This design comes from an exercise in tuning for small area, a short achievable clock period and few clock cycles per item on the open sky130 flow, not from production work.
RTL that was checked went through simulation tests only; none was proved equivalent to the original.
Function not checked in run 1: the RTL went through the layout flow alone.
Power and IR drop assume default switching activity.

==> flow/design.v, too long to show whole: its modules and the start of the top module <==
// module nio61_proc: 1460 lines
// module nio61_x2: 7 lines
// module nio61_crc: 300 lines
module nio61_proc (
    input  wire        clk,
    input  wire        rst,
    input  wire        in_valid,
    output wire        in_ready,
    input  wire [7:0]  in_len,
    input  wire [95:0] in_frame,
    output wire        out_valid,
    input  wire        out_ready,
    output wire        out_err,
    output wire [31:0] out_data
);
  // ...
==> flow/flow/run.sh <==
#!/bin/bash
# Layout: the standard flow (standard.sh) with two changes:
#  - synthesis maps the XOR gate module of the checksum network with ABC's
#    speed script (synth_x2.tcl); all else as in the standard synthesis;
#  - the port buffers are sky130_fd_sc_hd__buf_2 cells.
set -euo pipefail
W=$PWD
bash standard.sh SYNTH_SCRIPT=$W/flow/synth_x2.tcl \
  "BUFFER_PORTS_ARGS=-buffer_cell sky130_fd_sc_hd__buf_2" finish > $W/flow.log 2>&1
==> flow/flow/synth_x2.tcl <==
# The standard synthesis (synth_recipe.tcl) with one change: the one-gate
# module nio61_x2 (an XOR), of which the checksum network is built, is mapped
# with ABC's speed script, which maps it to an XOR cell; every other module
# is mapped with the script the flow settings select, exactly as in the
# standard synthesis.  Registers are untouched.
proc synth {args} { yosys synth -nofsm -noshare {*}$args }
proc abc {args} {
  set i [lsearch -exact $args -script]
  set speed [lreplace $args [expr {$i + 1}] [expr {$i + 1}] $::env(SCRIPTS_DIR)/abc_speed.script]
  yosys abc {*}$args nio61_proc nio61_crc
  yosys abc {*}$speed nio61_x2
}
source $::env(SCRIPTS_DIR)/synth.tcl
# left out here: clear keep_hierarchy, flatten, clean up, hide names made inside functions, write 1_2_yosys.v
==> flow/standard.sh <==
#!/bin/bash
# synth_recipe.tcl (not shown) runs the flow's synth.tcl, then flattens the netlist and writes it again
# the make line also repeats each setting of config.mk as NAME=value (left out here)
make -C /OpenROAD-flow-scripts/flow DESIGN_CONFIG=/design/flow/config.mk WORK_HOME=/design/flow/orfs CLKGATE_MAP_FILE= SYNTH_SCRIPT=/design/flow/synth_recipe.tcl "${@:-finish}"
==> flow/config.mk <==
export PLATFORM = sky130hd
export DESIGN_NAME = nio61_proc
export DESIGN_NICKNAME = nio61_proc
export VERILOG_FILES = /design/flow/design.v
export SDC_FILE = /design/flow/constraint.sdc
export NUM_CORES = 4
export LEC_CHECK = 0
export ABC_AREA = 1
export ABC_CLOCK_PERIOD_IN_PS = 3700
export CAP_MARGIN = 20
export CORE_MARGIN = 2
export CORE_UTILIZATION = 40
export CTS_BUF_LIST = sky130_fd_sc_hd__clkbuf_4
export PLACE_DENSITY = 0.6
export SETUP_SLACK_MARGIN = 2.6
export SLEW_MARGIN = 20
export SYNTH_HIERARCHICAL = 1
export SYNTH_MINIMUM_KEEP_SIZE = 0
==> flow/constraint.sdc <==
create_clock -name core_clock -period 6.0 [get_ports {clk}]
set_input_delay 1.2000 -clock core_clock [delete_from_list [all_inputs] [get_ports {clk}]]
set_output_delay 1.2000 -clock core_clock [all_outputs]
set_load 0.01 [all_outputs]
==> impl_metrics.env, run 1 <==
export IMPL_outcome="no timing/DRC/antenna violations"
export IMPL_groute_layer_met3_usage_pct=3.534
export IMPL_busiest_layer="met2"
export IMPL_worst_r2r_startpoint="rem_q1[8]$_DFFE_PP_"
export IMPL_gr_total_overflow=0
export IMPL_path_max_fanout=5
export IMPL_clock_sink_count=335
export IMPL_timing_critical_path_cells="buf_2 -> xor2_1 -> xor2_1 -> xor2_1 -> xor2_1 -> xor2_1 -> xor2_1 -> xor2_1 -> nand4_1 -> nor2_1 -> nand2_1 -> inv_1 -> nor2_1"
export IMPL_power_combinational_mw=2.65
export IMPL_total_chip_power_mw=7.490
export IMPL_rr_worst_depth=23
export IMPL_largest_reg_flops=16
export IMPL_finalNetCount=2902
export IMPL_fp_dieArea_um2=55680
export IMPL_synth_top_family_by_area="simple AND/OR/NAND/NOR gates"
export IMPL_postSynthCellCount=2526
export IMPL_ys_top_cells_by_count="nand2_1, xor2_1, edfxtp_1, inv_1, nand3_1"
export IMPL_seq_power_mw=2.78
export IMPL_crit_path_top_delay_cell="xor2_1"
export IMPL_r2r_slack_ns=2.80
export IMPL_timing_critical_path_mode_cell="xor2_1"
export IMPL_routed_wl_met3_um=2398
export IMPL_clk_share_pct=4.805
export IMPL_top_power_group="sequential cells"
export IMPL_seq_cell_share_pct=40.38
export IMPL_largest_register="rem_q1"
export IMPL_filler_cell_count=5210
export IMPL_synth_xor_xnor_area_share_pct=16.40
export IMPL_fin_crit_sh_pct=54.81
export IMPL_yosys_area_top_type_share_pct=45.63
export IMPL_clock_skew_final_ns=0.03653
export IMPL_largest_net_degree_at_the_start_of_global_routing=49
export IMPL_hold_viol=0
export IMPL_clkbuf_count=131
export IMPL_sw_frac_of_total_pct=35.71
export IMPL_ioPinCount=143
export IMPL_worst_setup_path_startpoint="in_frame[44]"
==> run 2, diff against run 1 <==
--- a/flow/design.v
+++ b/flow/design.v
@@ -25,17 +25,17 @@
     wire crc_bad = crc_mod_bad;
     wire par_bad = (f_digits[7:4] != 4'd0) || (f_digits[3:0] == 4'd0) || (f_vmax == 16'd0) ||
                    (f_d0[7:3] != 5'd0) || (f_d1[7:3] != 5'd0) || (f_d2[7:3] != 5'd0);
     wire cb_i = crc_bad && !len_bad;
     wire err_i = len_bad || par_bad;
     wire [8:0] low9_i = len_bad ? 9'd2 : par_bad ? 9'd4 :
                         {f_d0[2:0], f_d1[2:0], f_d2[2:0]};
     wire mz_i = (f_value == 16'd0);
-    wire sgn_i = f_value[15] && !err_i;
+    wire sgn_i = f_value[15] || err_i;
     wire [3:0] dd_i = (err_i || mz_i) ? 4'd0 : f_digits[3:0];   
     wire [15:0] lo_any;    
     assign lo_any[0] = 1'b0;
     assign lo_any[1] = |f_value[0:0];
     assign lo_any[2] = |f_value[1:0];
     assign lo_any[3] = |f_value[2:0];
     assign lo_any[4] = |f_value[3:0];
     assign lo_any[5] = |f_value[4:0];
@@ -46,323 +46,265 @@
     assign lo_any[10] = |f_value[9:0];
     assign lo_any[11] = |f_value[10:0];
     assign lo_any[12] = |f_value[11:0];
     assign lo_any[13] = |f_value[12:0];
     assign lo_any[14] = |f_value[13:0];
     assign lo_any[15] = |f_value[14:0];
     wire [15:0] mag_i = f_value ^ ({16{f_value[15]}} & lo_any);
     wire       v_0;
-    wire       err_0;
     wire [8:0] low9_0;
     wire       sgn_0;
     wire       cb_0;
     wire [3:0] dd_0;
     wire [15:0] rem_0;
     wire [15:0] vm_0;
     assign cb_0 = cb_i;
-    assign v_0 = in_valid;  assign err_0 = err_i;  assign low9_0 = low9_i;  assign sgn_0 = sgn_i;
+    assign v_0 = in_valid;  assign low9_0 = low9_i;  assign sgn_0 = sgn_i;
     assign dd_0 = dd_i;  assign rem_0 = mag_i;  assign vm_0 = f_vmax;
     wire       v_c1;
-    wire       err_c1;
     wire [8:0] low9_c1;
     wire       sgn_c1;
     wire       cb_c1;
     wire [3:0] dd_c1;
     wire [15:0] rem_c1;
     wire [14:0] vm_c1;
     wire       p_c1;
     wire       v_c2;
-    wire       err_c2;
     wire [8:0] low9_c2;
     wire       sgn_c2;
-    wire       cb_c2;
     wire [3:0] dd_c2;
     wire [14:0] rem_c2;
     wire [13:0] vm_c2;
     wire       sat_c2;
     wire [1:0] p_c2;
     wire       v_c3;
-    wire       err_c3;
     wire [8:0] low9_c3;
     wire       sgn_c3;
-    wire       cb_c3;
     wire [3:0] dd_c3;
     wire [13:0] rem_c3;
     wire [12:0] vm_c3;
     wire       sat_c3;
     wire [2:0] p_c3;
     wire       v_c4;
-    wire       err_c4;
     wire [8:0] low9_c4;
     wire       sgn_c4;
-    wire       cb_c4;
     wire [3:0] dd_c4;
     wire [12:0] rem_c4;
     wire [11:0] vm_c4;
     wire       sat_c4;
     wire [3:0] p_c4;
     wire       v_c5;
-    wire       err_c5;
     wire [8:0] low9_c5;
     wire       sgn_c5;
-    wire       cb_c5;
     wire [3:0] dd_c5;
     wire [11:0] rem_c5;
     wire [10:0] vm_c5;
     wire       sat_c5;
     wire [4:0] p_c5;
     wire       v_c6;
-    wire       err_c6;
     wire [8:0] low9_c6;
     wire       sgn_c6;
-    wire       cb_c6;
     wire [3:0] dd_c6;
     wire [10:0] rem_c6;
     wire [9:0] vm_c6;
     wire       sat_c6;
     wire [5:0] p_c6;
     wire       v_c7;
-    wire       err_c7;
     wire [8:0] low9_c7;
     wire       sgn_c7;
-    wire       cb_c7;
     wire [3:0] dd_c7;
     wire [9:0] rem_c7;
     wire [8:0] vm_c7;
     wire       sat_c7;
     wire [6:0] p_c7;
     wire       v_c8;
-    wire       err_c8;
     wire [8:0] low9_c8;
     wire       sgn_c8;
-    wire       cb_c8;
     wire [3:0] dd_c8;
     wire [8:0] rem_c8;
     wire [7:0] vm_c8;
     wire       sat_c8;
     wire [7:0] p_c8;
     wire       v_c9;
-    wire       err_c9;
     wire [8:0] low9_c9;
     wire       sgn_c9;
-    wire       cb_c9;
     wire [3:0] dd_c9;
     wire [7:0] rem_c9;
     wire [6:0] vm_c9;
     wire       sat_c9;
     wire [8:0] p_c9;
     wire       v_c10;
-    wire       err_c10;
     wire [8:0] low9_c10;
     wire       sgn_c10;
-    wire       cb_c10;
     wire [3:0] dd_c10;
     wire [6:0] rem_c10;
     wire [5:0] vm_c10;
     wire       sat_c10;
     wire [9:0] p_c10;
     wire       v_c11;
-    wire       err_c11;
     wire [8:0] low9_c11;
     wire       sgn_c11;
-    wire       cb_c11;
     wire [3:0] dd_c11;
     wire [5:0] rem_c11;
     wire [4:0] vm_c11;
     wire       sat_c11;
     wire [10:0] p_c11;
     wire       v_c12;
-    wire       err_c12;
     wire [8:0] low9_c12;
     wire       sgn_c12;
-    wire       cb_c12;
     wire [3:0] dd_c12;
     wire [4:0] rem_c12;
     wire [3:0] vm_c12;
     wire       sat_c12;
     wire [11:0] p_c12;
     wire       v_c13;
-    wire       err_c13;
     wire [8:0] low9_c13;
     wire       sgn_c13;
-    wire       cb_c13;
     wire [3:0] dd_c13;
     wire [3:0] rem_c13;
     wire [2:0] vm_c13;
     wire       sat_c13;
     wire [12:0] p_c13;
     wire       v_c14;
-    wire       err_c14;
     wire [8:0] low9_c14;
     wire       sgn_c14;
-    wire       cb_c14;
     wire [3:0] dd_c14;
     wire [2:0] rem_c14;
     wire [1:0] vm_c14;
     wire       sat_c14;
     wire [13:0] p_c14;
     wire       v_c15;
     wire       err_c15;
     wire [8:0] low9_c15;
     wire       sgn_c15;
-    wire       cb_c15;
     wire [14:0] p_c15;
     wire v_q0;
-    wire err_q0;
     wire [8:0] low9_q0;
     wire sgn_q0;
     wire cb_q0;
     wire [3:0] dd_q0;
     wire [15:0] rem_q0;
     wire [15:0] vm_q0;
     reg  v_q1;
-    reg  err_q1;
     reg  [8:0] low9_q1;
     reg  sgn_q1;
     reg  cb_q1;
     reg  [3:0] dd_q1;
     reg  [15:0] rem_q1;
     reg  [14:0] vm_q1;
     reg  p_q1;
     wire v_q2;
-    wire err_q2;
     wire [8:0] low9_q2;
     wire sgn_q2;
-    wire cb_q2;
     wire [3:0] dd_q2;
     wire [14:0] rem_q2;
     wire [13:0] vm_q2;
     wire sat_q2;
     wire [1:0] p_q2;
     reg  v_q3;
-    reg  err_q3;
     reg  [8:0] low9_q3;
     reg  sgn_q3;
-    reg  cb_q3;
     reg  [3:0] dd_q3;
     reg  [13:0] rem_q3;
     reg  [12:0] vm_q3;
     reg  sat_q3;
     reg  [2:0] p_q3;
     wire v_q4;
-    wire err_q4;
     wire [8:0] low9_q4;
     wire sgn_q4;
-    wire cb_q4;
     wire [3:0] dd_q4;
     wire [12:0] rem_q4;
     wire [11:0] vm_q4;
     wire sat_q4;
     wire [3:0] p_q4;
     reg  v_q5;
-    reg  err_q5;
     reg  [8:0] low9_q5;
     reg  sgn_q5;
-    reg  cb_q5;
     reg  [3:0] dd_q5;
     reg  [11:0] rem_q5;
     reg  [10:0] vm_q5;
     reg  sat_q5;
     reg  [4:0] p_q5;
     wire v_q6;
-    wire err_q6;
     wire [8:0] low9_q6;
     wire sgn_q6;
-    wire cb_q6;
     wire [3:0] dd_q6;
     wire [10:0] rem_q6;
     wire [9:0] vm_q6;
     wire sat_q6;
     wire [5:0] p_q6;
     reg  v_q7;
-    reg  err_q7;
     reg  [8:0] low9_q7;
     reg  sgn_q7;
-    reg  cb_q7;
     reg  [3:0] dd_q7;
     reg  [9:0] rem_q7;
     reg  [8:0] vm_q7;
     reg  sat_q7;
     reg  [6:0] p_q7;
     wire v_q8;
-    wire err_q8;
     wire [8:0] low9_q8;
     wire sgn_q8;
-    wire cb_q8;
     wire [3:0] dd_q8;
     wire [8:0] rem_q8;
     wire [7:0] vm_q8;
     wire sat_q8;
     wire [7:0] p_q8;
     reg  v_q9;
-    reg  err_q9;
     reg  [8:0] low9_q9;
     reg  sgn_q9;
-    reg  cb_q9;
     reg  [3:0] dd_q9;
     reg  [7:0] rem_q9;
     reg  [6:0] vm_q9;
     reg  sat_q9;
     reg  [8:0] p_q9;
     wire v_q10;
-    wire err_q10;
     wire [8:0] low9_q10;
     wire sgn_q10;
-    wire cb_q10;
     wire [3:0] dd_q10;
     wire [6:0] rem_q10;
     wire [5:0] vm_q10;
     wire sat_q10;
     wire [9:0] p_q10;
     reg  v_q11;
-    reg  err_q11;
     reg  [8:0] low9_q11;
     reg  sgn_q11;
-    reg  cb_q11;
     reg  [3:0] dd_q11;
     reg  [5:0] rem_q11;
     reg  [4:0] vm_q11;
     reg  sat_q11;
     reg  [10:0] p_q11;
     wire v_q12;
-    wire err_q12;
     wire [8:0] low9_q12;
     wire sgn_q12;
-    wire cb_q12;
     wire [3:0] dd_q12;
     wire [4:0] rem_q12;
     wire [3:0] vm_q12;
     wire sat_q12;
     wire [11:0] p_q12;
     reg  v_q13;
-    reg  err_q13;
     reg  [8:0] low9_q13;
     reg  sgn_q13;
-    reg  cb_q13;
     reg  [3:0] dd_q13;
     reg  [3:0] rem_q13;
     reg  [2:0] vm_q13;
     reg  sat_q13;
     reg  [12:0] p_q13;
     wire v_q14;
-    wire err_q14;
     wire [8:0] low9_q14;
     wire sgn_q14;
-    wire cb_q14;
     wire [3:0] dd_q14;
     wire [2:0] rem_q14;
     wire [1:0] vm_q14;
     wire sat_q14;
     wire [13:0] p_q14;
     reg  v_q15;
     reg  err_q15;
     reg  [8:0] low9_q15;
     reg  sgn_q15;
-    reg  cb_q15;
     reg  [14:0] p_q15;
     wire g0_0_0 = !rem_q0[0] && vm_q0[0];  wire p0_0_0 = !rem_q0[0] || vm_q0[0];
     wire g0_1_0 = !rem_q0[1] && vm_q0[1];  wire p0_1_0 = !rem_q0[1] || vm_q0[1];
     wire g0_2_0 = !rem_q0[2] && vm_q0[2];  wire p0_2_0 = !rem_q0[2] || vm_q0[2];
     wire g0_3_0 = !rem_q0[3] && vm_q0[3];  wire p0_3_0 = !rem_q0[3] || vm_q0[3];
     wire g0_4_0 = !rem_q0[4] && vm_q0[4];  wire p0_4_0 = !rem_q0[4] || vm_q0[4];
     wire g0_5_0 = !rem_q0[5] && vm_q0[5];  wire p0_5_0 = !rem_q0[5] || vm_q0[5];
     wire g0_6_0 = !rem_q0[6] && vm_q0[6];  wire p0_6_0 = !rem_q0[6] || vm_q0[6];
@@ -440,17 +382,16 @@
     assign df_0[13] = rem_q0[13] ^ t_0[13];
     assign t_0[14] = vm_q0[14] ^ g0_13_4;
     assign df_0[14] = rem_q0[14] ^ t_0[14];
     assign t_0[15] = vm_q0[15] ^ g0_14_4;
     assign df_0[15] = rem_q0[15] ^ t_0[15];
     wire bit_0 = !df_0[16];
     wire pk_0 = (1'b0 || bit_0) && (dd_q0 > 4'd0);
     assign v_c1 = v_q0;
-    assign err_c1 = err_q0;
     assign low9_c1 = low9_q0;
     assign sgn_c1 = sgn_q0;
     assign cb_c1 = cb_q0;
     assign p_c1 = pk_0;
     assign dd_c1 = dd_q0;
     assign rem_c1 = rem_q0[15:0] ^ ({16{bit_0}} & t_0[15:0]);
     assign vm_c1 = vm_q0[15:1];
     wire g1_0_0 = !rem_q1[0] && vm_q1[0];  wire p1_0_0 = !rem_q1[0] || vm_q1[0];
@@ -531,24 +472,22 @@
     assign df_1[12] = rem_q1[12] ^ t_1[12];
     assign t_1[13] = vm_q1[13] ^ g1_12_4;
     assign df_1[13] = rem_q1[13] ^ t_1[13];
     assign t_1[14] = vm_q1[14] ^ g1_13_4;
     assign df_1[14] = rem_q1[14] ^ t_1[14];
     assign t_1[15] = 1'b0 ^ g1_14_4;
     assign df_1[15] = rem_q1[15] ^ t_1[15];
     wire bit_1 = !df_1[16];
-    wire pk_1 = (1'b0 || bit_1) && (dd_q1 > 4'd1);
+    wire pk_1 = (1'b0 || bit_1) && (dd_q1 > 4'd1) && !cb_q1;
     assign v_c2 = v_q1;
-    assign err_c2 = err_q1;
-    assign low9_c2 = low9_q1;
-    assign sgn_c2 = sgn_q1;
-    assign cb_c2 = cb_q1;
-    assign p_c2 = {p_q1, pk_1};
-    assign dd_c2 = dd_q1;
+    assign low9_c2 = cb_q1 ? 9'd3 : low9_q1;
+    assign sgn_c2 = sgn_q1 || cb_q1;
+    assign p_c2 = {p_q1 & {1{!cb_q1}}, pk_1};
+    assign dd_c2 = cb_q1 ? 4'd0 : dd_q1;
     assign rem_c2 = rem_q1[14:0] ^ ({15{bit_1}} & t_1[14:0]);
     assign vm_c2 = vm_q1[14:1];
     assign sat_c2 = 1'b0 || (bit_1 && df_1[15]);
     wire g2_0_0 = !rem_q2[0] && vm_q2[0];  wire p2_0_0 = !rem_q2[0] || vm_q2[0];
     wire g2_1_0 = !rem_q2[1] && vm_q2[1];  wire p2_1_0 = !rem_q2[1] || vm_q2[1];
     wire g2_2_0 = !rem_q2[2] && vm_q2[2];  wire p2_2_0 = !rem_q2[2] || vm_q2[2];
     wire g2_3_0 = !rem_q2[3] && vm_q2[3];  wire p2_3_0 = !rem_q2[3] || vm_q2[3];
     wire g2_4_0 = !rem_q2[4] && vm_q2[4];  wire p2_4_0 = !rem_q2[4] || vm_q2[4];
@@ -620,20 +559,18 @@
     assign df_2[12] = rem_q2[12] ^ t_2[12];
     assign t_2[13] = vm_q2[13] ^ g2_12_4;
     assign df_2[13] = rem_q2[13] ^ t_2[13];
     assign t_2[14] = 1'b0 ^ g2_13_4;
     assign df_2[14] = rem_q2[14] ^ t_2[14];
     wire bit_2 = !df_2[15];
     wire pk_2 = (sat_q2 || bit_2) && (dd_q2 > 4'd2);
     assign v_c3 = v_q2;
-    assign err_c3 = err_q2;
     assign low9_c3 = low9_q2;
     assign sgn_c3 = sgn_q2;
-    assign cb_c3 = cb_q2;
     assign p_c3 = {p_q2, pk_2};
     assign dd_c3 = dd_q2;
     assign rem_c3 = rem_q2[13:0] ^ ({14{bit_2}} & t_2[13:0]);
     assign vm_c3 = vm_q2[13:1];
     assign sat_c3 = sat_q2 || (bit_2 && df_2[14]);
     wire g3_0_0 = !rem_q3[0] && vm_q3[0];  wire p3_0_0 = !rem_q3[0] || vm_q3[0];
     wire g3_1_0 = !rem_q3[1] && vm_q3[1];  wire p3_1_0 = !rem_q3[1] || vm_q3[1];
     wire g3_2_0 = !rem_q3[2] && vm_q3[2];  wire p3_2_0 = !rem_q3[2] || vm_q3[2];
@@ -701,20 +638,18 @@
     assign df_3[11] = rem_q3[11] ^ t_3[11];
     assign t_3[12] = vm_q3[12] ^ g3_11_4;
     assign df_3[12] = rem_q3[12] ^ t_3[12];
     assign t_3[13] = 1'b0 ^ g3_12_4;
     assign df_3[13] = rem_q3[13] ^ t_3[13];
     wire bit_3 = !df_3[14];
     wire pk_3 = (sat_q3 || bit_3) && (dd_q3 > 4'd3);
     assign v_c4 = v_q3;
-    assign err_c4 = err_q3;
     assign low9_c4 = low9_q3;
     assign sgn_c4 = sgn_q3;
-    assign cb_c4 = cb_q3;
     assign p_c4 = {p_q3, pk_3};
     assign dd_c4 = dd_q3;
     assign rem_c4 = rem_q3[12:0] ^ ({13{bit_3}} & t_3[12:0]);
     assign vm_c4 = vm_q3[12:1];
     assign sat_c4 = sat_q3 || (bit_3 && df_3[13]);
     wire g4_0_0 = !rem_q4[0] && vm_q4[0];  wire p4_0_0 = !rem_q4[0] || vm_q4[0];
     wire g4_1_0 = !rem_q4[1] && vm_q4[1];  wire p4_1_0 = !rem_q4[1] || vm_q4[1];
     wire g4_2_0 = !rem_q4[2] && vm_q4[2];  wire p4_2_0 = !rem_q4[2] || vm_q4[2];
@@ -776,20 +711,18 @@
     assign df_4[10] = rem_q4[10] ^ t_4[10];
     assign t_4[11] = vm_q4[11] ^ g4_10_4;
     assign df_4[11] = rem_q4[11] ^ t_4[11];
     assign t_4[12] = 1'b0 ^ g4_11_4;
     assign df_4[12] = rem_q4[12] ^ t_4[12];
     wire bit_4 = !df_4[13];
     wire pk_4 = (sat_q4 || bit_4) && (dd_q4 > 4'd4);
     assign v_c5 = v_q4;
-    assign err_c5 = err_q4;
     assign low9_c5 = low9_q4;
     assign sgn_c5 = sgn_q4;
-    assign cb_c5 = cb_q4;
     assign p_c5 = {p_q4, pk_4};
     assign dd_c5 = dd_q4;
     assign rem_c5 = rem_q4[11:0] ^ ({12{bit_4}} & t_4[11:0]);
     assign vm_c5 = vm_q4[11:1];
     assign sat_c5 = sat_q4 || (bit_4 && df_4[12]);
     wire g5_0_0 = !rem_q5[0] && vm_q5[0];  wire p5_0_0 = !rem_q5[0] || vm_q5[0];
     wire g5_1_0 = !rem_q5[1] && vm_q5[1];  wire p5_1_0 = !rem_q5[1] || vm_q5[1];
     wire g5_2_0 = !rem_q5[2] && vm_q5[2];  wire p5_2_0 = !rem_q5[2] || vm_q5[2];
@@ -846,20 +779,18 @@
     assign df_5[9] = rem_q5[9] ^ t_5[9];
     assign t_5[10] = vm_q5[10] ^ g5_9_4;
     assign df_5[10] = rem_q5[10] ^ t_5[10];
     assign t_5[11] = 1'b0 ^ g5_10_4;
     assign df_5[11] = rem_q5[11] ^ t_5[11];
     wire bit_5 = !df_5[12];
     wire pk_5 = (sat_q5 || bit_5) && (dd_q5 > 4'd5);
     assign v_c6 = v_q5;
-    assign err_c6 = err_q5;
     assign low9_c6 = low9_q5;
     assign sgn_c6 = sgn_q5;
-    assign cb_c6 = cb_q5;
     assign p_c6 = {p_q5, pk_5};
     assign dd_c6 = dd_q5;
     assign rem_c6 = rem_q5[10:0] ^ ({11{bit_5}} & t_5[10:0]);
     assign vm_c6 = vm_q5[10:1];
     assign sat_c6 = sat_q5 || (bit_5 && df_5[11]);
     wire g6_0_0 = !rem_q6[0] && vm_q6[0];  wire p6_0_0 = !rem_q6[0] || vm_q6[0];
     wire g6_1_0 = !rem_q6[1] && vm_q6[1];  wire p6_1_0 = !rem_q6[1] || vm_q6[1];
     wire g6_2_0 = !rem_q6[2] && vm_q6[2];  wire p6_2_0 = !rem_q6[2] || vm_q6[2];
@@ -910,20 +841,18 @@
     assign df_6[8] = rem_q6[8] ^ t_6[8];
     assign t_6[9] = vm_q6[9] ^ g6_8_4;
     assign df_6[9] = rem_q6[9] ^ t_6[9];
     assign t_6[10] = 1'b0 ^ g6_9_4;
     assign df_6[10] = rem_q6[10] ^ t_6[10];
     wire bit_6 = !df_6[11];
     wire pk_6 = (sat_q6 || bit_6) && (dd_q6 > 4'd6);
     assign v_c7 = v_q6;
-    assign err_c7 = err_q6;
     assign low9_c7 = low9_q6;
     assign sgn_c7 = sgn_q6;
-    assign cb_c7 = cb_q6;
     assign p_c7 = {p_q6, pk_6};
     assign dd_c7 = dd_q6;
     assign rem_c7 = rem_q6[9:0] ^ ({10{bit_6}} & t_6[9:0]);
     assign vm_c7 = vm_q6[9:1];
     assign sat_c7 = sat_q6 || (bit_6 && df_6[10]);
     wire g7_0_0 = !rem_q7[0] && vm_q7[0];  wire p7_0_0 = !rem_q7[0] || vm_q7[0];
     wire g7_1_0 = !rem_q7[1] && vm_q7[1];  wire p7_1_0 = !rem_q7[1] || vm_q7[1];
     wire g7_2_0 = !rem_q7[2] && vm_q7[2];  wire p7_2_0 = !rem_q7[2] || vm_q7[2];
@@ -969,20 +898,18 @@
     assign df_7[7] = rem_q7[7] ^ t_7[7];
     assign t_7[8] = vm_q7[8] ^ g7_7_3;
     assign df_7[8] = rem_q7[8] ^ t_7[8];
     assign t_7[9] = 1'b0 ^ g7_8_4;
     assign df_7[9] = rem_q7[9] ^ t_7[9];
     wire bit_7 = !df_7[10];
     wire pk_7 = (sat_q7 || bit_7) && (dd_q7 > 4'd7);
     assign v_c8 = v_q7;
-    assign err_c8 = err_q7;
     assign low9_c8 = low9_q7;
     assign sgn_c8 = sgn_q7;
-    assign cb_c8 = cb_q7;
     assign p_c8 = {p_q7, pk_7};
     assign dd_c8 = dd_q7;
     assign rem_c8 = rem_q7[8:0] ^ ({9{bit_7}} & t_7[8:0]);
     assign vm_c8 = vm_q7[8:1];
     assign sat_c8 = sat_q7 || (bit_7 && df_7[9]);
     wire g8_0_0 = !rem_q8[0] && vm_q8[0];  wire p8_0_0 = !rem_q8[0] || vm_q8[0];
     wire g8_1_0 = !rem_q8[1] && vm_q8[1];  wire p8_1_0 = !rem_q8[1] || vm_q8[1];
     wire g8_2_0 = !rem_q8[2] && vm_q8[2];  wire p8_2_0 = !rem_q8[2] || vm_q8[2];
@@ -1023,20 +950,18 @@
     assign df_8[6] = rem_q8[6] ^ t_8[6];
     assign t_8[7] = vm_q8[7] ^ g8_6_3;
     assign df_8[7] = rem_q8[7] ^ t_8[7];
     assign t_8[8] = 1'b0 ^ g8_7_3;
     assign df_8[8] = rem_q8[8] ^ t_8[8];
     wire bit_8 = !df_8[9];
     wire pk_8 = (sat_q8 || bit_8) && (dd_q8 > 4'd8);
     assign v_c9 = v_q8;
-    assign err_c9 = err_q8;
     assign low9_c9 = low9_q8;
     assign sgn_c9 = sgn_q8;
-    assign cb_c9 = cb_q8;
     assign p_c9 = {p_q8, pk_8};
     assign dd_c9 = dd_q8;
     assign rem_c9 = rem_q8[7:0] ^ ({8{bit_8}} & t_8[7:0]);
     assign vm_c9 = vm_q8[7:1];
     assign sat_c9 = sat_q8 || (bit_8 && df_8[8]);
     wire g9_0_0 = !rem_q9[0] && vm_q9[0];  wire p9_0_0 = !rem_q9[0] || vm_q9[0];
     wire g9_1_0 = !rem_q9[1] && vm_q9[1];  wire p9_1_0 = !rem_q9[1] || vm_q9[1];
     wire g9_2_0 = !rem_q9[2] && vm_q9[2];  wire p9_2_0 = !rem_q9[2] || vm_q9[2];
@@ -1073,20 +998,18 @@
     assign df_9[5] = rem_q9[5] ^ t_9[5];
     assign t_9[6] = vm_q9[6] ^ g9_5_3;
     assign df_9[6] = rem_q9[6] ^ t_9[6];
     assign t_9[7] = 1'b0 ^ g9_6_3;
     assign df_9[7] = rem_q9[7] ^ t_9[7];
     wire bit_9 = !df_9[8];
     wire pk_9 = (sat_q9 || bit_9) && (dd_q9 > 4'd9);
     assign v_c10 = v_q9;
-    assign err_c10 = err_q9;
     assign low9_c10 = low9_q9;
     assign sgn_c10 = sgn_q9;
-    assign cb_c10 = cb_q9;
     assign p_c10 = {p_q9, pk_9};
     assign dd_c10 = dd_q9;
     assign rem_c10 = rem_q9[6:0] ^ ({7{bit_9}} & t_9[6:0]);
     assign vm_c10 = vm_q9[6:1];
     assign sat_c10 = sat_q9 || (bit_9 && df_9[7]);
     wire g10_0_0 = !rem_q10[0] && vm_q10[0];  wire p10_0_0 = !rem_q10[0] || vm_q10[0];
     wire g10_1_0 = !rem_q10[1] && vm_q10[1];  wire p10_1_0 = !rem_q10[1] || vm_q10[1];
     wire g10_2_0 = !rem_q10[2] && vm_q10[2];  wire p10_2_0 = !rem_q10[2] || vm_q10[2];
@@ -1117,20 +1040,18 @@
     assign df_10[4] = rem_q10[4] ^ t_10[4];
     assign t_10[5] = vm_q10[5] ^ g10_4_3;
     assign df_10[5] = rem_q10[5] ^ t_10[5];
     assign t_10[6] = 1'b0 ^ g10_5_3;
     assign df_10[6] = rem_q10[6] ^ t_10[6];
     wire bit_10 = !df_10[7];
     wire pk_10 = (sat_q10 || bit_10) && (dd_q10 > 4'd10);
     assign v_c11 = v_q10;
-    assign err_c11 = err_q10;
     assign low9_c11 = low9_q10;
     assign sgn_c11 = sgn_q10;
-    assign cb_c11 = cb_q10;
     assign p_c11 = {p_q10, pk_10};
     assign dd_c11 = dd_q10;
     assign rem_c11 = rem_q10[5:0] ^ ({6{bit_10}} & t_10[5:0]);
     assign vm_c11 = vm_q10[5:1];
     assign sat_c11 = sat_q10 || (bit_10 && df_10[6]);
     wire g11_0_0 = !rem_q11[0] && vm_q11[0];  wire p11_0_0 = !rem_q11[0] || vm_q11[0];
     wire g11_1_0 = !rem_q11[1] && vm_q11[1];  wire p11_1_0 = !rem_q11[1] || vm_q11[1];
     wire g11_2_0 = !rem_q11[2] && vm_q11[2];  wire p11_2_0 = !rem_q11[2] || vm_q11[2];
@@ -1156,20 +1077,18 @@
     assign df_11[3] = rem_q11[3] ^ t_11[3];
     assign t_11[4] = vm_q11[4] ^ g11_3_2;
     assign df_11[4] = rem_q11[4] ^ t_11[4];
     assign t_11[5] = 1'b0 ^ g11_4_3;
     assign df_11[5] = rem_q11[5] ^ t_11[5];
     wire bit_11 = !df_11[6];
     wire pk_11 = (sat_q11 || bit_11) && (dd_q11 > 4'd11);
     assign v_c12 = v_q11;
-    assign err_c12 = err_q11;
     assign low9_c12 = low9_q11;
     assign sgn_c12 = sgn_q11;
-    assign cb_c12 = cb_q11;
     assign p_c12 = {p_q11, pk_11};
     assign dd_c12 = dd_q11;
     assign rem_c12 = rem_q11[4:0] ^ ({5{bit_11}} & t_11[4:0]);
     assign vm_c12 = vm_q11[4:1];
     assign sat_c12 = sat_q11 || (bit_11 && df_11[5]);
     wire g12_0_0 = !rem_q12[0] && vm_q12[0];  wire p12_0_0 = !rem_q12[0] || vm_q12[0];
     wire g12_1_0 = !rem_q12[1] && vm_q12[1];  wire p12_1_0 = !rem_q12[1] || vm_q12[1];
     wire g12_2_0 = !rem_q12[2] && vm_q12[2];  wire p12_2_0 = !rem_q12[2] || vm_q12[2];
@@ -1190,20 +1109,18 @@
     assign df_12[2] = rem_q12[2] ^ t_12[2];
     assign t_12[3] = vm_q12[3] ^ g12_2_2;
     assign df_12[3] = rem_q12[3] ^ t_12[3];
     assign t_12[4] = 1'b0 ^ g12_3_2;
     assign df_12[4] = rem_q12[4] ^ t_12[4];
     wire bit_12 = !df_12[5];
     wire pk_12 = (sat_q12 || bit_12) && (dd_q12 > 4'd12);
     assign v_c13 = v_q12;
-    assign err_c13 = err_q12;
     assign low9_c13 = low9_q12;
     assign sgn_c13 = sgn_q12;
-    assign cb_c13 = cb_q12;
     assign p_c13 = {p_q12, pk_12};
     assign dd_c13 = dd_q12;
     assign rem_c13 = rem_q12[3:0] ^ ({4{bit_12}} & t_12[3:0]);
     assign vm_c13 = vm_q12[3:1];
     assign sat_c13 = sat_q12 || (bit_12 && df_12[4]);
     wire g13_0_0 = !rem_q13[0] && vm_q13[0];  wire p13_0_0 = !rem_q13[0] || vm_q13[0];
     wire g13_1_0 = !rem_q13[1] && vm_q13[1];  wire p13_1_0 = !rem_q13[1] || vm_q13[1];
     wire g13_2_0 = !rem_q13[2] && vm_q13[2];  wire p13_2_0 = !rem_q13[2] || vm_q13[2];
@@ -1220,20 +1137,18 @@
     assign df_13[1] = rem_q13[1] ^ t_13[1];
     assign t_13[2] = vm_q13[2] ^ g13_1_1;
     assign df_13[2] = rem_q13[2] ^ t_13[2];
     assign t_13[3] = 1'b0 ^ g13_2_2;
     assign df_13[3] = rem_q13[3] ^ t_13[3];
     wire bit_13 = !df_13[4];
     wire pk_13 = (sat_q13 || bit_13) && (dd_q13 > 4'd13);
     assign v_c14 = v_q13;
-    assign err_c14 = err_q13;
     assign low9_c14 = low9_q13;
     assign sgn_c14 = sgn_q13;
-    assign cb_c14 = cb_q13;
     assign p_c14 = {p_q13, pk_13};
     assign dd_c14 = dd_q13;
     assign rem_c14 = rem_q13[2:0] ^ ({3{bit_13}} & t_13[2:0]);
     assign vm_c14 = vm_q13[2:1];
     assign sat_c14 = sat_q13 || (bit_13 && df_13[3]);
     wire g14_0_0 = !rem_q14[0] && vm_q14[0];  wire p14_0_0 = !rem_q14[0] || vm_q14[0];
     wire g14_1_0 = !rem_q14[1] && vm_q14[1];  wire p14_1_0 = !rem_q14[1] || vm_q14[1];
     wire g14_1_1 = g14_1_0 || (p14_1_0 && g14_0_0);  wire p14_1_1 = p14_1_0 && p14_0_0;
@@ -1245,94 +1160,78 @@
     assign df_14[0] = rem_q14[0] ^ t_14[0];
     assign t_14[1] = vm_q14[1] ^ g14_0_0;
     assign df_14[1] = rem_q14[1] ^ t_14[1];
     assign t_14[2] = 1'b0 ^ g14_1_1;
     assign df_14[2] = rem_q14[2] ^ t_14[2];
     wire bit_14 = !df_14[3];
     wire pk_14 = (sat_q14 || bit_14) && (dd_q14 > 4'd14);
     assign v_c15 = v_q14;
-    assign err_c15 = err_q14;
     assign low9_c15 = low9_q14;
-    assign sgn_c15 = sgn_q14;
-    assign cb_c15 = cb_q14;
+    assign err_c15 = (dd_q14 == 4'd0) && sgn_q14;
+    assign sgn_c15 = sgn_q14 && !err_c15;
     assign p_c15 = {p_q14, pk_14};
     assign v_q0 = v_0;
-    assign err_q0 = err_0;
     assign low9_q0 = low9_0;
     assign sgn_q0 = sgn_0;
     assign cb_q0 = cb_0;
     assign dd_q0 = dd_0;
     assign rem_q0 = rem_0;
     assign vm_q0 = vm_0;
     assign v_q2 = v_c2;
-    assign err_q2 = err_c2;
     assign low9_q2 = low9_c2;
     assign sgn_q2 = sgn_c2;
-    assign cb_q2 = cb_c2;
     assign dd_q2 = dd_c2;
     assign rem_q2 = rem_c2;
     assign vm_q2 = vm_c2;
     assign sat_q2 = sat_c2;
     assign p_q2 = p_c2;
     assign v_q4 = v_c4;
-    assign err_q4 = err_c4;
     assign low9_q4 = low9_c4;
     assign sgn_q4 = sgn_c4;
-    assign cb_q4 = cb_c4;
     assign dd_q4 = dd_c4;
     assign rem_q4 = rem_c4;
     assign vm_q4 = vm_c4;
     assign sat_q4 = sat_c4;
     assign p_q4 = p_c4;
     assign v_q6 = v_c6;
-    assign err_q6 = err_c6;
     assign low9_q6 = low9_c6;
     assign sgn_q6 = sgn_c6;
-    assign cb_q6 = cb_c6;
     assign dd_q6 = dd_c6;
     assign rem_q6 = rem_c6;
     assign vm_q6 = vm_c6;
     assign sat_q6 = sat_c6;
     assign p_q6 = p_c6;
     assign v_q8 = v_c8;
-    assign err_q8 = err_c8;
     assign low9_q8 = low9_c8;
     assign sgn_q8 = sgn_c8;
-    assign cb_q8 = cb_c8;
     assign dd_q8 = dd_c8;
     assign rem_q8 = rem_c8;
     assign vm_q8 = vm_c8;
     assign sat_q8 = sat_c8;
     assign p_q8 = p_c8;
     assign v_q10 = v_c10;
-    assign err_q10 = err_c10;
     assign low9_q10 = low9_c10;
     assign sgn_q10 = sgn_c10;
-    assign cb_q10 = cb_c10;
     assign dd_q10 = dd_c10;
     assign rem_q10 = rem_c10;
     assign vm_q10 = vm_c10;
     assign sat_q10 = sat_c10;
     assign p_q10 = p_c10;
     assign v_q12 = v_c12;
-    assign err_q12 = err_c12;
     assign low9_q12 = low9_c12;
     assign sgn_q12 = sgn_c12;
-    assign cb_q12 = cb_c12;
     assign dd_q12 = dd_c12;
     assign rem_q12 = rem_c12;
     assign vm_q12 = vm_c12;
     assign sat_q12 = sat_c12;
     assign p_q12 = p_c12;
     assign v_q14 = v_c14;
-    assign err_q14 = err_c14;
     assign low9_q14 = low9_c14;
     assign sgn_q14 = sgn_c14;
-    assign cb_q14 = cb_c14;
     assign dd_q14 = dd_c14;
     assign rem_q14 = rem_c14;
     assign vm_q14 = vm_c14;
     assign sat_q14 = sat_c14;
     assign p_q14 = p_c14;
     always @(posedge clk) begin
         if (rst) begin
             v_q1 <= 1'b0;
@@ -1351,117 +1250,102 @@
             v_q9 <= v_c9;
             v_q11 <= v_c11;
             v_q13 <= v_c13;
             v_q15 <= v_c15;
         end
     end
     always @(posedge clk) begin
         if (en && v_c1) begin
-            err_q1 <= err_c1;
             low9_q1 <= low9_c1;
             sgn_q1 <= sgn_c1;
             cb_q1 <= cb_c1;
             dd_q1 <= dd_c1;
             rem_q1 <= rem_c1;
             vm_q1 <= vm_c1;
             p_q1 <= p_c1;
         end
     end
     always @(posedge clk) begin
         if (en && v_c3) begin
-            err_q3 <= err_c3;
             low9_q3 <= low9_c3;
             sgn_q3 <= sgn_c3;
-            cb_q3 <= cb_c3;
             dd_q3 <= dd_c3;
             rem_q3 <= rem_c3;
             vm_q3 <= vm_c3;
             sat_q3 <= sat_c3;
             p_q3 <= p_c3;
         end
     end
     always @(posedge clk) begin
         if (en && v_c5) begin
-            err_q5 <= err_c5;
             low9_q5 <= low9_c5;
             sgn_q5 <= sgn_c5;
-            cb_q5 <= cb_c5;
             dd_q5 <= dd_c5;
             rem_q5 <= rem_c5;
             vm_q5 <= vm_c5;
             sat_q5 <= sat_c5;
             p_q5 <= p_c5;
         end
     end
     always @(posedge clk) begin
         if (en && v_c7) begin
-            err_q7 <= err_c7;
             low9_q7 <= low9_c7;
             sgn_q7 <= sgn_c7;
-            cb_q7 <= cb_c7;
             dd_q7 <= dd_c7;
             rem_q7 <= rem_c7;
             vm_q7 <= vm_c7;
             sat_q7 <= sat_c7;
             p_q7 <= p_c7;
         end
     end
     always @(posedge clk) begin
         if (en && v_c9) begin
-            err_q9 <= err_c9;
             low9_q9 <= low9_c9;
             sgn_q9 <= sgn_c9;
-            cb_q9 <= cb_c9;
             dd_q9 <= dd_c9;
             rem_q9 <= rem_c9;
             vm_q9 <= vm_c9;
             sat_q9 <= sat_c9;
             p_q9 <= p_c9;
         end
     end
     always @(posedge clk) begin
         if (en && v_c11) begin
-            err_q11 <= err_c11;
             low9_q11 <= low9_c11;
             sgn_q11 <= sgn_c11;
-            cb_q11 <= cb_c11;
             dd_q11 <= dd_c11;
             rem_q11 <= rem_c11;
             vm_q11 <= vm_c11;
             sat_q11 <= sat_c11;
             p_q11 <= p_c11;
         end
     end
     always @(posedge clk) begin
         if (en && v_c13) begin
-            err_q13 <= err_c13;
             low9_q13 <= low9_c13;
             sgn_q13 <= sgn_c13;
-            cb_q13 <= cb_c13;
             dd_q13 <= dd_c13;
             rem_q13 <= rem_c13;
             vm_q13 <= vm_c13;
             sat_q13 <= sat_c13;
             p_q13 <= p_c13;
         end
     end
     always @(posedge clk) begin
         if (en && v_c15) begin
             err_q15 <= err_c15;
             low9_q15 <= low9_c15;
             sgn_q15 <= sgn_c15;
-            cb_q15 <= cb_c15;
             p_q15 <= p_c15;
         end
     end
     assign out_valid = v_q15;
-    assign out_err   = err_q15 || cb_q15;
-    assign out_data  = {!out_err, 2'b00, sgn_q15 && !cb_q15, p_q15 & {15{!cb_q15}}, 4'd0,
-                        cb_q15 ? 9'd3 : low9_q15};
+    assign out_err   = err_q15;
+    assign out_data  = {!err_q15, 2'b00, sgn_q15, p_q15, 4'd0, low9_q15};
 endmodule
 module nio61_x2 (
     input  wire a,
     input  wire b,
     output wire y
 );
     assign y = a ^ b;
 endmodule
==> flow/flow/run.sh (replaced) <==
#!/bin/bash
# Layout: the standard flow (standard.sh) with two changes:
#  - synthesis maps the XOR gate module of the checksum network with ABC's
#    speed script (synth_x2.tcl); all else as in the standard synthesis;
#  - the port buffers are sky130_fd_sc_hd__buf_1 cells.
set -euo pipefail
W=$PWD
bash standard.sh SYNTH_SCRIPT=$W/flow/synth_x2.tcl \
  "BUFFER_PORTS_ARGS=-buffer_cell sky130_fd_sc_hd__buf_1" finish > $W/flow.log 2>&1
--- a/flow/config.mk
+++ b/flow/config.mk
@@ -5,14 +5,14 @@
 export SDC_FILE = /design/flow/constraint.sdc
 export NUM_CORES = 4
 export LEC_CHECK = 0
 export ABC_AREA = 1
 export ABC_CLOCK_PERIOD_IN_PS = 3700
 export CAP_MARGIN = 20
 export CORE_MARGIN = 2
 export CORE_UTILIZATION = 40
-export CTS_BUF_LIST = sky130_fd_sc_hd__clkbuf_4
+export CTS_BUF_LIST = sky130_fd_sc_hd__clkbuf_4 sky130_fd_sc_hd__clkbuf_8
 export PLACE_DENSITY = 0.6
 export SETUP_SLACK_MARGIN = 2.6
 export SLEW_MARGIN = 20
 export SYNTH_HIERARCHICAL = 1
 export SYNTH_MINIMUM_KEEP_SIZE = 0
==> run 2 against run 1 <==
Critical path depth stayed put. Die area is 2.3% lower. Wire length is 4.6% lower. Clock-buffer cell count is 59 lower. Combinational power is 2% lower. Non-clock buffer count is 1 higher. Design area is 2.0% lower. Flip-flop and latch count is 14 lower. Register-to-register slack better by 0.04 ns. Highest routed layer unchanged.
==> impl_metrics.env, run 2 <==
export IMPL_dpl_cell_area_um2=22320
export IMPL_row_count=83
export IMPL_fin_max_slew_vios=0
export IMPL_via_count_of_the_first_global_routing_pass=16270
export IMPL_dieWidth_um=233.2
export IMPL_setup_worst_path_start_class="primary input"
export IMPL_slew_headroom_pct=36.34
export IMPL_multi_input_comb_area_um2=10420
export IMPL_ioPinCount=143
export IMPL_ys_ff_latch=321
export IMPL_fin_crit_sh_pct=55.30
export IMPL_gp_congestion=0.9593
export IMPL_synth_seq_area_share_pct=45.50
export IMPL_largest_net_degree_at_the_start_of_global_routing=48
export IMPL_filler_cell_count=4945
export IMPL_postSynthCellCount=2497
export IMPL_dr_total_vias=16770
export IMPL_cts_htree_levels=2
export IMPL_numCtsBuffers=54
export IMPL_die_h_um=233.2
export IMPL_total_wire_length_after_detailed_routing_um=49820
export IMPL_final_cell_mix="nand2_1, xor2_1, edfxtp_1, inv_1, nand3_1"
export IMPL_synth_avg_cell_area_um2=8.415
export IMPL_floorplan_core_area_um2=51610
export IMPL_ys_dominant_reg_cell="edfxtp_1"
export IMPL_area_growth_syn_to_layout_pct=15.29
export IMPL_antenna_found_initial=0
export IMPL_finalNetCount=2839
export IMPL_critical_path_class="primary input to flip-flop"
export IMPL_synth_area_leaders="edfxtp_1, xor2_1, nand2_1"
export IMPL_drtAntennaViolNets=0
export IMPL_detailedPlacementHpwl_um=39750
export IMPL_largest_register="rem_q1"
export IMPL_fraction_of_synthesis_flops_using_an_asynchronous_set_or_reset_pin_pct=0
export IMPL_seq_area_um2=9559
export IMPL_ys_top_cells_by_count="nand2_1, xor2_1, inv_1, edfxtp_1, nand3_1"
export IMPL_ys_types=51
export IMPL_clock_latency_ns=0.63
export IMPL_finalCriticalPeriod_ns=3.318
export IMPL_largest_reg_flops=16
export IMPL_min_path_type="flip-flop to flip-flop"
export IMPL_tritoncts_clock_tree="yes"
export IMPL_post_synth_top_area_cell="edfxtp_1"
export IMPL_setup_total_negative_slack_ns=0
export IMPL_finalSetupViolCount=0
export IMPL_arrival_time_reported_for_the_critical_path_endpoint_ns=3.69
export IMPL_via_per_inst=4.853
export IMPL_numPortBuffers=136
export IMPL_start_util_pct=40.71
export IMPL_cell_area_synth_um2=21010
export IMPL_drv_cap=0
export IMPL_drt_initial_violations=948
export IMPL_gr_total_overflow=0
export IMPL_global_route_usage_total_pct=18.50
export IMPL_synthesis_yosys_warnings=7
export IMPL_path_max_fanout=7
export IMPL_final_cell_area_um2=24220
export IMPL_clock_skew_final_ns=0.04438
export IMPL_fp_dieArea_um2=54380
export IMPL_post_synth_top_count_cell="nand2_1"
export IMPL_maximum_ir_drop_on_the_vdd_rail_mv=0.1561
export IMPL_drtPass1Iterations=8
export IMPL_crit_required_ns=6.37
export IMPL_antenna_cells_inserted=0
export IMPL_layout_cells_most_common="nand2_1"
export IMPL_leakagePower_nw=10.91
export IMPL_cts_clk_slew_worst_paths_ns=0.06
export IMPL_cts_root_buf="clkbuf_8"
export IMPL_p_per_area_nw_per_um2=299.9
export IMPL_hold_viol=0
export IMPL_clock_tree_buffer_depth=3
export IMPL_clock_sink_count=321
export IMPL_worstSetupEndpointType="flip-flop"
export IMPL_outcome="no timing/DRC/antenna violations"
export IMPL_drt_wirelength_per_cell_um=14.42
export IMPL_yosys_area_top_type_share_pct=44.73
export IMPL_first_pass_grt_wire_length_um=80280
export IMPL_transition_time_of_the_tightest_slew_check_pin_ns=0.9549
export IMPL_fmax_mhz=301.4
export IMPL_layout_drive_gt1_share_pct=12.29
export IMPL_number_of_synthesized_flops_with_an_enable_pin=313
export IMPL_grt_setup_unrepaired="true"
export IMPL_layout_top_registers="rem_q1 x16, p_q15 x15, vm_q1 x15"
export IMPL_drc_errors=0
## run 2: cell count changes in the layout (fill, tap and decap cells not counted), moves of 8 or more
cell      change
clkbuf_2     +14
nor2_1        -8
xor2_2       +14
inv_1        -10
buf_1       +118
xor2_1       -12
clkbuf_8     +54
clkbuf_4    -112
nand3_1      -14
buf_2       -133
edfxtp_1     -14
## run 2: stage by stage
step / total power, mW / setup slack, ns / util [%] / cells / hold slack (ns)
floorplan: 4.643 / 2.585 / - / 2502 / 0.4003
global placement: 5.120 / 1.690 / 43.24 / 3307 / 0.4008
detailed placement: 5.161 / 1.566 / 43.24 / 3307 / 0.4045
CTS: 7.252 / 2.625 / 45.71 / 3417 / 0.4052
global route: 7.787 / 2.527 / 46.93 / 3455 / 0.4119
finish: 7.264 / 2.682 / 46.93 / 3455 / 0.4091
## run 2: final cells by class
class / instances / share of cell area [%]
clock buffers: 72 / 3.626
clock inverters: 28 / 1.043
inverters: 337 / 5.294
multi-input cells: 1825 / 42.99
flip-flops and latches: 321 / 39.46
well taps: 680 / 3.512
repair buffers: 191 / 4.034
repair inverters: 1 / 0.03616
## run 2: what timing repair did
action	CTS	global route
setup endpoints to repair	41	72
gates resized for setup	12	93
buffers inserted	10	37
hold buffers	0	0
gates cloned	0	1
pin swaps	2	11
## run 2: metal layers
layer | track usage, % | up-vias | part of all wire [%]
li1 | - | 8587 | -
met1 | 22.30 | 7713 | 43
met2 | 32.87 | 379 | 49
met3 | 2.893 | 88 | 4.5
met4 | 7.424 | 0 | 3.4
met5 | 0 | - | 0
## run 2: per-module statistics from Yosys (local to each module, per instance)
module	area, um^2	cells inside
nio61_crc	72.57	18
nio61_x2	8.758	1
nio61_proc	18380	2187
## run 2: logic make-up (layout without fill, tap and decap cells)
| group | count (synthesis) | count (layout) | synth area share [%] |
|---|---|---|---|
| AND/OR/NAND/NOR | 1248 | 1248 | 26.14 |
| XOR/XNOR | 402 | 402 | 16.79 |
| buffers and inverters | 356 | 629 | 6.788 |
| flip-flops | 321 | 321 | 45.50 |
| AO/OA/AOI/OAI | 168 | 168 | 4.722 |
| adder cells (fa/ha/maj) | 1 | 1 | 0.04764 |
| other | 1 | 6 | 0.01785 |
## run 2: worst paths after layout
| path | startpoint | end | slack (ns) | cells after the start |
|---|---|---|---|---|
| min | low9_q3[2]$_SDFFCE_PP0P_ | low9_q5[2]$_DFFE_PP_ | 0.41 | 0 |
| max reg2reg | vm_q3[10]$_DFFE_PP_ | rem_q5[2]$_DFFE_PP_ | 2.84 | 21 |
| max | in_frame[37] | cb_q1$_DFFE_PP_ | 2.68 | 13 |
| min reg2reg | low9_q3[2]$_SDFFCE_PP0P_ | low9_q5[2]$_DFFE_PP_ | 0.41 | 0 |
## run 2: critical path: stages
cell     delay [ns]
buf_1          0.44
xor2_1         0.41
xor2_1         0.45
xor2_1         0.29
xor2_1         0.22
xor2_1         0.18
xor2_1         0.08
nor2_1         0.10
nand2_1        0.06
nor2_1         0.11
nand2_1        0.06
inv_1          0.05
nor2_1         0.04
## run 2: report_power, final
group	internal [mW]	switching, mW
sequential	2.60	0.0669
clock	1.14	0.867
combinational	0.948	1.65
Testbench counts of run 2, summed over its fixed seeds: cycles 16,064, items 16,000.
==> run 3, diff against run 2 <==
==> flow/flow/run.sh (replaced) <==
#!/bin/bash
# Layout: the standard flow (standard.sh) with two changes:
#  - synthesis maps the XOR gate module of the checksum network with ABC's
#    speed script (synth_x2.tcl); all else as in the standard synthesis;
#  - the port buffers are sky130_fd_sc_hd__buf_2 cells.
set -euo pipefail
W=$PWD
bash standard.sh SYNTH_SCRIPT=$W/flow/synth_x2.tcl \
  "BUFFER_PORTS_ARGS=-buffer_cell sky130_fd_sc_hd__buf_2" finish > $W/flow.log 2>&1
--- a/flow/config.mk
+++ b/flow/config.mk
@@ -13,5 +13,5 @@
 export CTS_BUF_LIST = sky130_fd_sc_hd__clkbuf_4 sky130_fd_sc_hd__clkbuf_8
 export PLACE_DENSITY = 0.6
-export SETUP_SLACK_MARGIN = 2.6
+export SETUP_SLACK_MARGIN = 2.75
 export SLEW_MARGIN = 20
 export SYNTH_HIERARCHICAL = 1
==> run 3 against run 2 <==
Still clean on timing, DRC and antenna. Non-clock buffer count rose by 65. Global-route usage rose by 0.14 points. Final cell count increased by 1.9%. Total power grew 4.1%. Synthesized area unchanged. Register-to-register slack improved by 0.05 ns. Critical path type unchanged. Largest power group is now combinational cells. Highest routed layer unchanged.
==> impl_metrics.env, run 3 <==
export IMPL_total_wire_length_after_detailed_routing_um=51840
export IMPL_total_chip_power_mw=7.562
export IMPL_crit_required_ns=6.34
export IMPL_numCtsBuffers=55
export IMPL_via_per_inst=4.872
export IMPL_finalCriticalPeriod_ns=3.212
export IMPL_ys_ff_latch=321
export IMPL_leakagePower_nw=11.70
export IMPL_clock_sink_count=321
export IMPL_synth_adder_area_share_pct=0.04764
export IMPL_cts_root_buf="clkbuf_8"
export IMPL_layout_drive_gt1_share_pct=21.54
export IMPL_setup_worst_path_start_class="primary input"
export IMPL_cell_area_synth_um2=21010
export IMPL_drc_errors=0
export IMPL_largest_reg_flops=16
export IMPL_final_cell_mix="nand2_1, xor2_1, edfxtp_1, inv_1, nand3_1"
export IMPL_fmax_mhz=311.3
export IMPL_antenna_cells_inserted=0
export IMPL_synthesis_yosys_warnings=7
export IMPL_worstSetupEndpointType="flip-flop"
export IMPL_r2r_slack_ns=2.89
export IMPL_antenna_found_initial=0
export IMPL_finalSetupViolCount=0
export IMPL_row_count=83
export IMPL_layout_top_registers="rem_q1 x16, p_q15 x15, vm_q1 x15"
export IMPL_transition_time_of_the_tightest_slew_check_pin_ns=0.6309
export IMPL_detailedPlacementHpwl_um=39950
export IMPL_path_max_fanout=8
export IMPL_groute_layer_met3_usage_pct=2.637
export IMPL_p_per_area_nw_per_um2=296.9
export IMPL_largest_net_degree_at_the_start_of_global_routing=48
export IMPL_yosys_area_top_type_share_pct=44.73
export IMPL_maximum_ir_drop_on_the_vdd_rail_mv=0.1550
export IMPL_drtPass1Iterations=5
export IMPL_fraction_of_synthesis_flops_using_an_asynchronous_set_or_reset_pin_pct=0
export IMPL_clock_skew_final_ns=0.05412
export IMPL_drv_cap=0
export IMPL_area_growth_syn_to_layout_pct=21.24
export IMPL_tritoncts_clock_tree="yes"
export IMPL_fin_max_slew_vios=0
export IMPL_slew_headroom_pct=57.55
export IMPL_busiest_layer="met2"
export IMPL_setup_total_negative_slack_ns=0
export IMPL_gp_congestion=0.9717
export IMPL_synth_compound_gate_area_share_pct=4.722
export IMPL_cts_hold_repair_buffers=0
export IMPL_drtAntennaViolNets=0
export IMPL_via_count_of_the_first_global_routing_pass=16080
export IMPL_clock_tree_buffer_depth=3
export IMPL_synth_seq_area_share_pct=45.50
export IMPL_critical_path_class="primary input to flip-flop"
export IMPL_min_path_type="flip-flop to flip-flop"
export IMPL_die_h_um=233.2
export IMPL_finalNetCount=2907
export IMPL_ioPinCount=143
export IMPL_synth_simple_gate_area_share_pct=26.14
export IMPL_m2_gr_usage_pct=34.08
export IMPL_fp_dieArea_um2=54380
export IMPL_first_pass_grt_wire_length_um=81340
export IMPL_layout_cells_most_common="nand2_1"
export IMPL_outcome="no timing/DRC/antenna violations"
export IMPL_drt_wirelength_per_cell_um=14.72
export IMPL_synth_area_leaders="edfxtp_1, xor2_1, nand2_1"
export IMPL_synth_xor_xnor_area_share_pct=16.79
export IMPL_ys_top_cells_by_count="nand2_1, xor2_1, inv_1, edfxtp_1, nand3_1"
export IMPL_post_place_cells=3307
export IMPL_gr_total_overflow=0
export IMPL_synth_top_family_by_area="simple AND/OR/NAND/NOR gates"
export IMPL_fin_crit_sh_pct=53.53
export IMPL_number_of_synthesized_flops_with_an_enable_pin=313
export IMPL_largest_register="rem_q1"
export IMPL_cts_htree_levels=2
export IMPL_post_synth_top_area_cell="edfxtp_1"
export IMPL_ys_types=51
export IMPL_global_route_usage_total_pct=18.64
export IMPL_synth_avg_cell_area_um2=8.415
export IMPL_start_util_pct=40.71
export IMPL_postSynthCellCount=2497
export IMPL_hold_viol=0
export IMPL_post_synth_top_count_cell="nand2_1"
export IMPL_drt_initial_violations=947
export IMPL_grt_setup_unrepaired="true"
export IMPL_finish_utilization_pct=49.36
export IMPL_cts_clk_slew_worst_paths_ns=0.06
export IMPL_clock_latency_ns=0.64
export IMPL_ys_dominant_reg_cell="edfxtp_1"
export IMPL_arrival_time_reported_for_the_critical_path_endpoint_ns=3.56
export IMPL_dr_total_vias=17160
export IMPL_numPortBuffers=136
export IMPL_floorplan_core_area_um2=51610
export IMPL_final_cells=3521
export IMPL_grtUsageMet1_pct=22.81
export IMPL_dieWidth_um=233.2
export IMPL_share_of_cell_area_taken_by_muxes_after_synthesis_pct=0
[run 3: modules after synthesis, one instance, submodules excluded]
module	copies in the design	cell area (um^2)	flops+latches
nio61_proc	1	18380	321
nio61_crc	1	72.57	0
nio61_x2	292	8.758	0
[run 3: kinds of logic after synthesis]
logic type | count (synthesis)
other | 1
flip-flops | 321
AND/OR/NAND/NOR | 1248
AO/OA/AOI/OAI | 168
adder cells (fa/ha/maj) | 1
buffers and inverters | 356
XOR/XNOR | 402
[run 3: final timing paths]
kind / to / start / cells past startpoint
setup reg to reg: rem_q3[9]$_DFFE_PP_ / vm_q1[13]$_DFFE_PP_ / 20
setup / recovery: rem_q1[0]$_DFFE_PP_ / in_frame[40] / 20
hold / removal: p_q11[3]$_DFFE_PP_ / p_q9[1]$_DFFE_PP_ / 0
hold reg to reg: p_q11[3]$_DFFE_PP_ / p_q9[1]$_DFFE_PP_ / 0
[run 3: critical path, stage by stage]
cell	delay, ns
buf_6	0.12
nor2_4	0.11
nand2_2	0.09
nor2_4	0.14
nand3_4	0.10
nor2_4	0.15
nand2_2	0.07
nor2_1	0.11
nand2_1	0.08
nor2_2	0.14
nand2_2	0.07
or2_4	0.27
nand3_2	0.07
nand2_1	0.06
o21bai_4	0.18
nor2_4	0.12
nand2_4	0.14
inv_8	0.13
nand2_1	0.07
xor2_1	0.14
[run 3: power breakdown]
group	switching, mW	internal [mW]
logic	1.75	1.06
registers	0.0663	2.60
clock network	0.877	1.21
total	2.69	4.87
[run 3: metal layers]
layer / share of wire (%) / wire length, um / vias to the layer above
met5: 0 / 0 / -
met4: 2.4 / 1235 / 0
met3: 3.9 / 2012 / 87
met2: 51 / 26610 / 380
met1: 42 / 21980 / 7983
li1: - / - / 8706
[run 3: per-stage QoR]
stage          cell area [um^2]  hold slack (ns)  worst slack, ns
5_1_grt                   25470           0.3939            2.642
3_3_place_gp              22590           0.4002            2.023
2_1_floorplan             21150           0.4003            2.586
4_1_cts                   23980           0.3854            2.753
6_report                  25470           0.3944            2.788
3_5_place_dp              22590           0.4045            1.919
[run 3: what timing repair did]
item,in CTS,in global routing
pin swaps,3,53
endpoints found under the setup margin,55,78
gates resized for setup,17,177
gates cloned,2,2
buffers inserted,13,98
[run 3: final cells by class]
type	count	area, um^2
fillers	4831	26140
multi-input cells	1827	10920
clock inverters	31	327.8
repair buffers	256	1664
flip-flops and latches	321	9559
inverters	337	1281
clock buffers	68	860.8
repair inverters	1	6.256
well taps	680	850.8
==> run 4, diff against run 3 <==
--- a/flow/config.mk
+++ b/flow/config.mk
@@ -13,5 +13,5 @@
 export CTS_BUF_LIST = sky130_fd_sc_hd__clkbuf_4 sky130_fd_sc_hd__clkbuf_8
 export PLACE_DENSITY = 0.6
-export SETUP_SLACK_MARGIN = 2.75
+export SETUP_SLACK_MARGIN = 2.6
 export SLEW_MARGIN = 20
 export SYNTH_HIERARCHICAL = 1
==> run 4 against run 3 <==
Highest routed layer unchanged. Core utilization is 2.3 points lower. Via count is 2.3% lower. Flip-flop and latch count stayed put. Synthesized area stayed put. Worst setup slack worse by 0.032 ns. Synthesized cell count stayed put. Clock power is 8% lower. Register-to-register slack worse by 0.11 ns. Total power is 4.8% lower. Still clean. Final cell count is 1.9% lower. Clock skew is 0.0057 ns higher.
==> impl_metrics.env, run 4 <==
export IMPL_maximum_ir_drop_on_the_vdd_rail_mv=0.1322
export IMPL_detailedPlacementHpwl_um=39850
export IMPL_gp_congestion=0.9556
export IMPL_clock_latency_ns=0.65
export IMPL_slew_headroom_pct=34.92
export IMPL_leakagePower_nw=11.22
export IMPL_postSynthCellCount=2497
export IMPL_critical_path_class="primary input to flip-flop"
export IMPL_rr_worst_depth=20
export IMPL_ys_ff_latch=321
export IMPL_fin_worst_hold_slack_ns=0.3888
export IMPL_finalSetupViolCount=0
export IMPL_drtAntennaViolNets=0
export IMPL_first_pass_grt_wire_length_um=80040
export IMPL_layout_top_registers="rem_q1 x16, p_q15 x15, vm_q1 x15"
export IMPL_m2_gr_usage_pct=33.23
export IMPL_post_synth_top_area_cell="edfxtp_1"
export IMPL_cell_area_synth_um2=21010
export IMPL_filler_cell_count=4923
export IMPL_finalNetCount=2837
export IMPL_path_max_fanout=8
export IMPL_drt_initial_violations=958
export IMPL_ys_top_cells_by_count="nand2_1, xor2_1, inv_1, edfxtp_1, nand3_1"
export IMPL_dieWidth_um=233.2
export IMPL_worst_r2r_dst="rem_q5[2]$_DFFE_PP_"
export IMPL_yosys_area_top_type_share_pct=44.73
export IMPL_outcome="no timing/DRC/antenna violations"
export IMPL_cts_htree_levels=2
export IMPL_tritoncts_clock_tree="yes"
export IMPL_fin_max_slew_vios=0
export IMPL_largest_register="rem_q1"
export IMPL_synth_avg_cell_area_um2=8.415
export IMPL_multi_input_comb_area_um2=10410
export IMPL_hold_start="p_q7[0]$_DFFE_PP_"
export IMPL_ys_types=51
export IMPL_layout_drive_gt1_share_pct=16.37
export IMPL_area_growth_syn_to_layout_pct=15.70
export IMPL_drv_cap=0
export IMPL_total_wire_length_after_detailed_routing_um=50410
export IMPL_preCtsSetupSlack_ns=1.931
export IMPL_setup_worst_path_start_class="primary input"
export IMPL_ys_dominant_reg_cell="edfxtp_1"
export IMPL_post_synth_top_count_cell="nand2_1"
export IMPL_floorplan_core_area_um2=51610
export IMPL_largest_reg_flops=16
export IMPL_worst_r2r_startpoint="vm_q3[3]$_DFFE_PP_"
export IMPL_crit_required_ns=6.33
export IMPL_largest_net_degree_at_the_start_of_global_routing=48
export IMPL_clock_sink_count=321
export IMPL_synthesis_yosys_warnings=7
export IMPL_clock_skew_final_ns=0.05978
export IMPL_numPortBuffers=136
export IMPL_min_path_type="flip-flop to flip-flop"
export IMPL_fin_crit_sh_pct=54.06
export IMPL_fraction_of_synthesis_flops_using_an_asynchronous_set_or_reset_pin_pct=0
export IMPL_global_route_usage_total_pct=18.49
export IMPL_grt_setup_unrepaired="false"
export IMPL_total_chip_power_mw=7.200
export IMPL_r2r_slack_ns=2.78
export IMPL_drt_wirelength_per_cell_um=14.60
export IMPL_worstSetupEndpointType="flip-flop"
export IMPL_drc_errors=0
export IMPL_drtPass1Iterations=5
export IMPL_via_count_of_the_first_global_routing_pass=16030
export IMPL_clock_tree_buffer_depth=3
export IMPL_start_util_pct=40.71
export IMPL_min_delay_worst_endpoint="p_q9[2]$_DFFE_PP_"
export IMPL_antenna_cells_inserted=0
export IMPL_gr_total_overflow=0
export IMPL_setup_total_negative_slack_ns=0
export IMPL_finalCriticalPeriod_ns=3.244
run 4: worst max path at each step:
stage	startpoint	endpoint	slack, ns	depth (start not counted)
finish	in_frame[41]	rem_q1[8]$_DFFE_PP_	2.76	20
global route	in_frame[47]	cb_q1$_DFFE_PP_	2.55	15
CTS	vm_q7[3]$_DFFE_PP_	rem_q9[5]$_DFFE_PP_	2.62	18
detailed placement	in_frame[41]	rem_q1[0]$_DFFE_PP_	1.93	20
global placement	in_frame[46]	cb_q1$_DFFE_PP_	1.88	14
floorplan	in_frame[41]	rem_q1[14]$_DFFE_PP_	2.59	21
run 4: logic make-up (layout without fill, tap and decap cells):
kind of cell | count (synthesis) | after routing | synth area share (%)
compound gates | 168 | 168 | 4.722
xor+xnor | 402 | 402 | 16.79
fa+ha+maj | 1 | 1 | 0.04764
buf+inv | 356 | 627 | 6.788
flops | 321 | 321 | 45.50
other cells | 1 | 6 | 0.01785
simple gates | 1248 | 1248 | 26.14
run 4: power breakdown:
group | internal [mW] | switching, mW | total, mW
combinational | 0.957 | 1.66 | 2.62
clock | 1.07 | 0.845 | 1.92
sequential | 2.60 | 0.0684 | 2.67
total | 4.63 | 2.57 | 7.20
run 4: what timing repair did:
action | CTS | global route
gates resized for setup | 4 | 77
pin swaps | 3 | 12
endpoints found under the hold margin | 0 | 0
setup endpoints to repair | 24 | 74
cloned | 0 | 1
buffers inserted | 9 | 38
run 4: stage by stage:
| stage | instance area (um^2) | utilization, % | cells |
|---|---|---|---|
| finish | 24310 | 47.10 | 3453 |
| global route | 24310 | 47.10 | 3453 |
| CTS | 23670 | 45.87 | 3414 |
| detailed placement | 22480 | 43.55 | 3306 |
| global placement | 22480 | 43.55 | 3306 |
| floorplan | 21050 | - | 2502 |
run 4: per-module statistics from Yosys, one instance, submodules excluded:
module,cells,flops+latches
nio61_crc,18,0
nio61_proc,2187,321
nio61_x2,1,0
run 4: worst max-delay path, cell delays in order:
cell and delay, ns:
buf_2 0.18, nor2_4 0.14, nand2_2 0.08, nor2_4 0.11, nand3_2 0.10, nor2_4 0.11
nand2_1 0.10, nor2_1 0.10, nand2_1 0.08, nor2_2 0.11, nand2_1 0.09, or2_1 0.24
nand2_1 0.11, nor2_1 0.06, and2_4 0.16, nor2_4 0.13, nand2_4 0.13, inv_8 0.11
nand2_1 0.06, xor2_1 0.14
run 4: final cells by class:
type                       count  share of cell area [%]
sequential                   321                   39.32
timing repair buffer         190                   4.647
clock inverter                21                  0.6536
multi-input combinational   1825                   42.81
clock buffer                  78                   3.773
tap                          680                   3.500
timing repair inverter         1                 0.03603
inverter                     337                   5.260
run 4: routing by layer:
| layer | vias to the layer above | routed length, um |
|---|---|---|
| li1 | 8575 | - |
| met1 | 7694 | 21420 |
| met2 | 395 | 25330 |
| met5 | - | 0 |
| met4 | 0 | 1424 |
| met3 | 96 | 2232 |

Setup slack of run 4, layout unchanged: 2.756 ns with ideal ports, 2.784 ns with driving cells assumed (clock clkbuf_16, inputs buf_2), 2.120 ns with port delays also shifted by the 0.671 ns mid clock arrival.
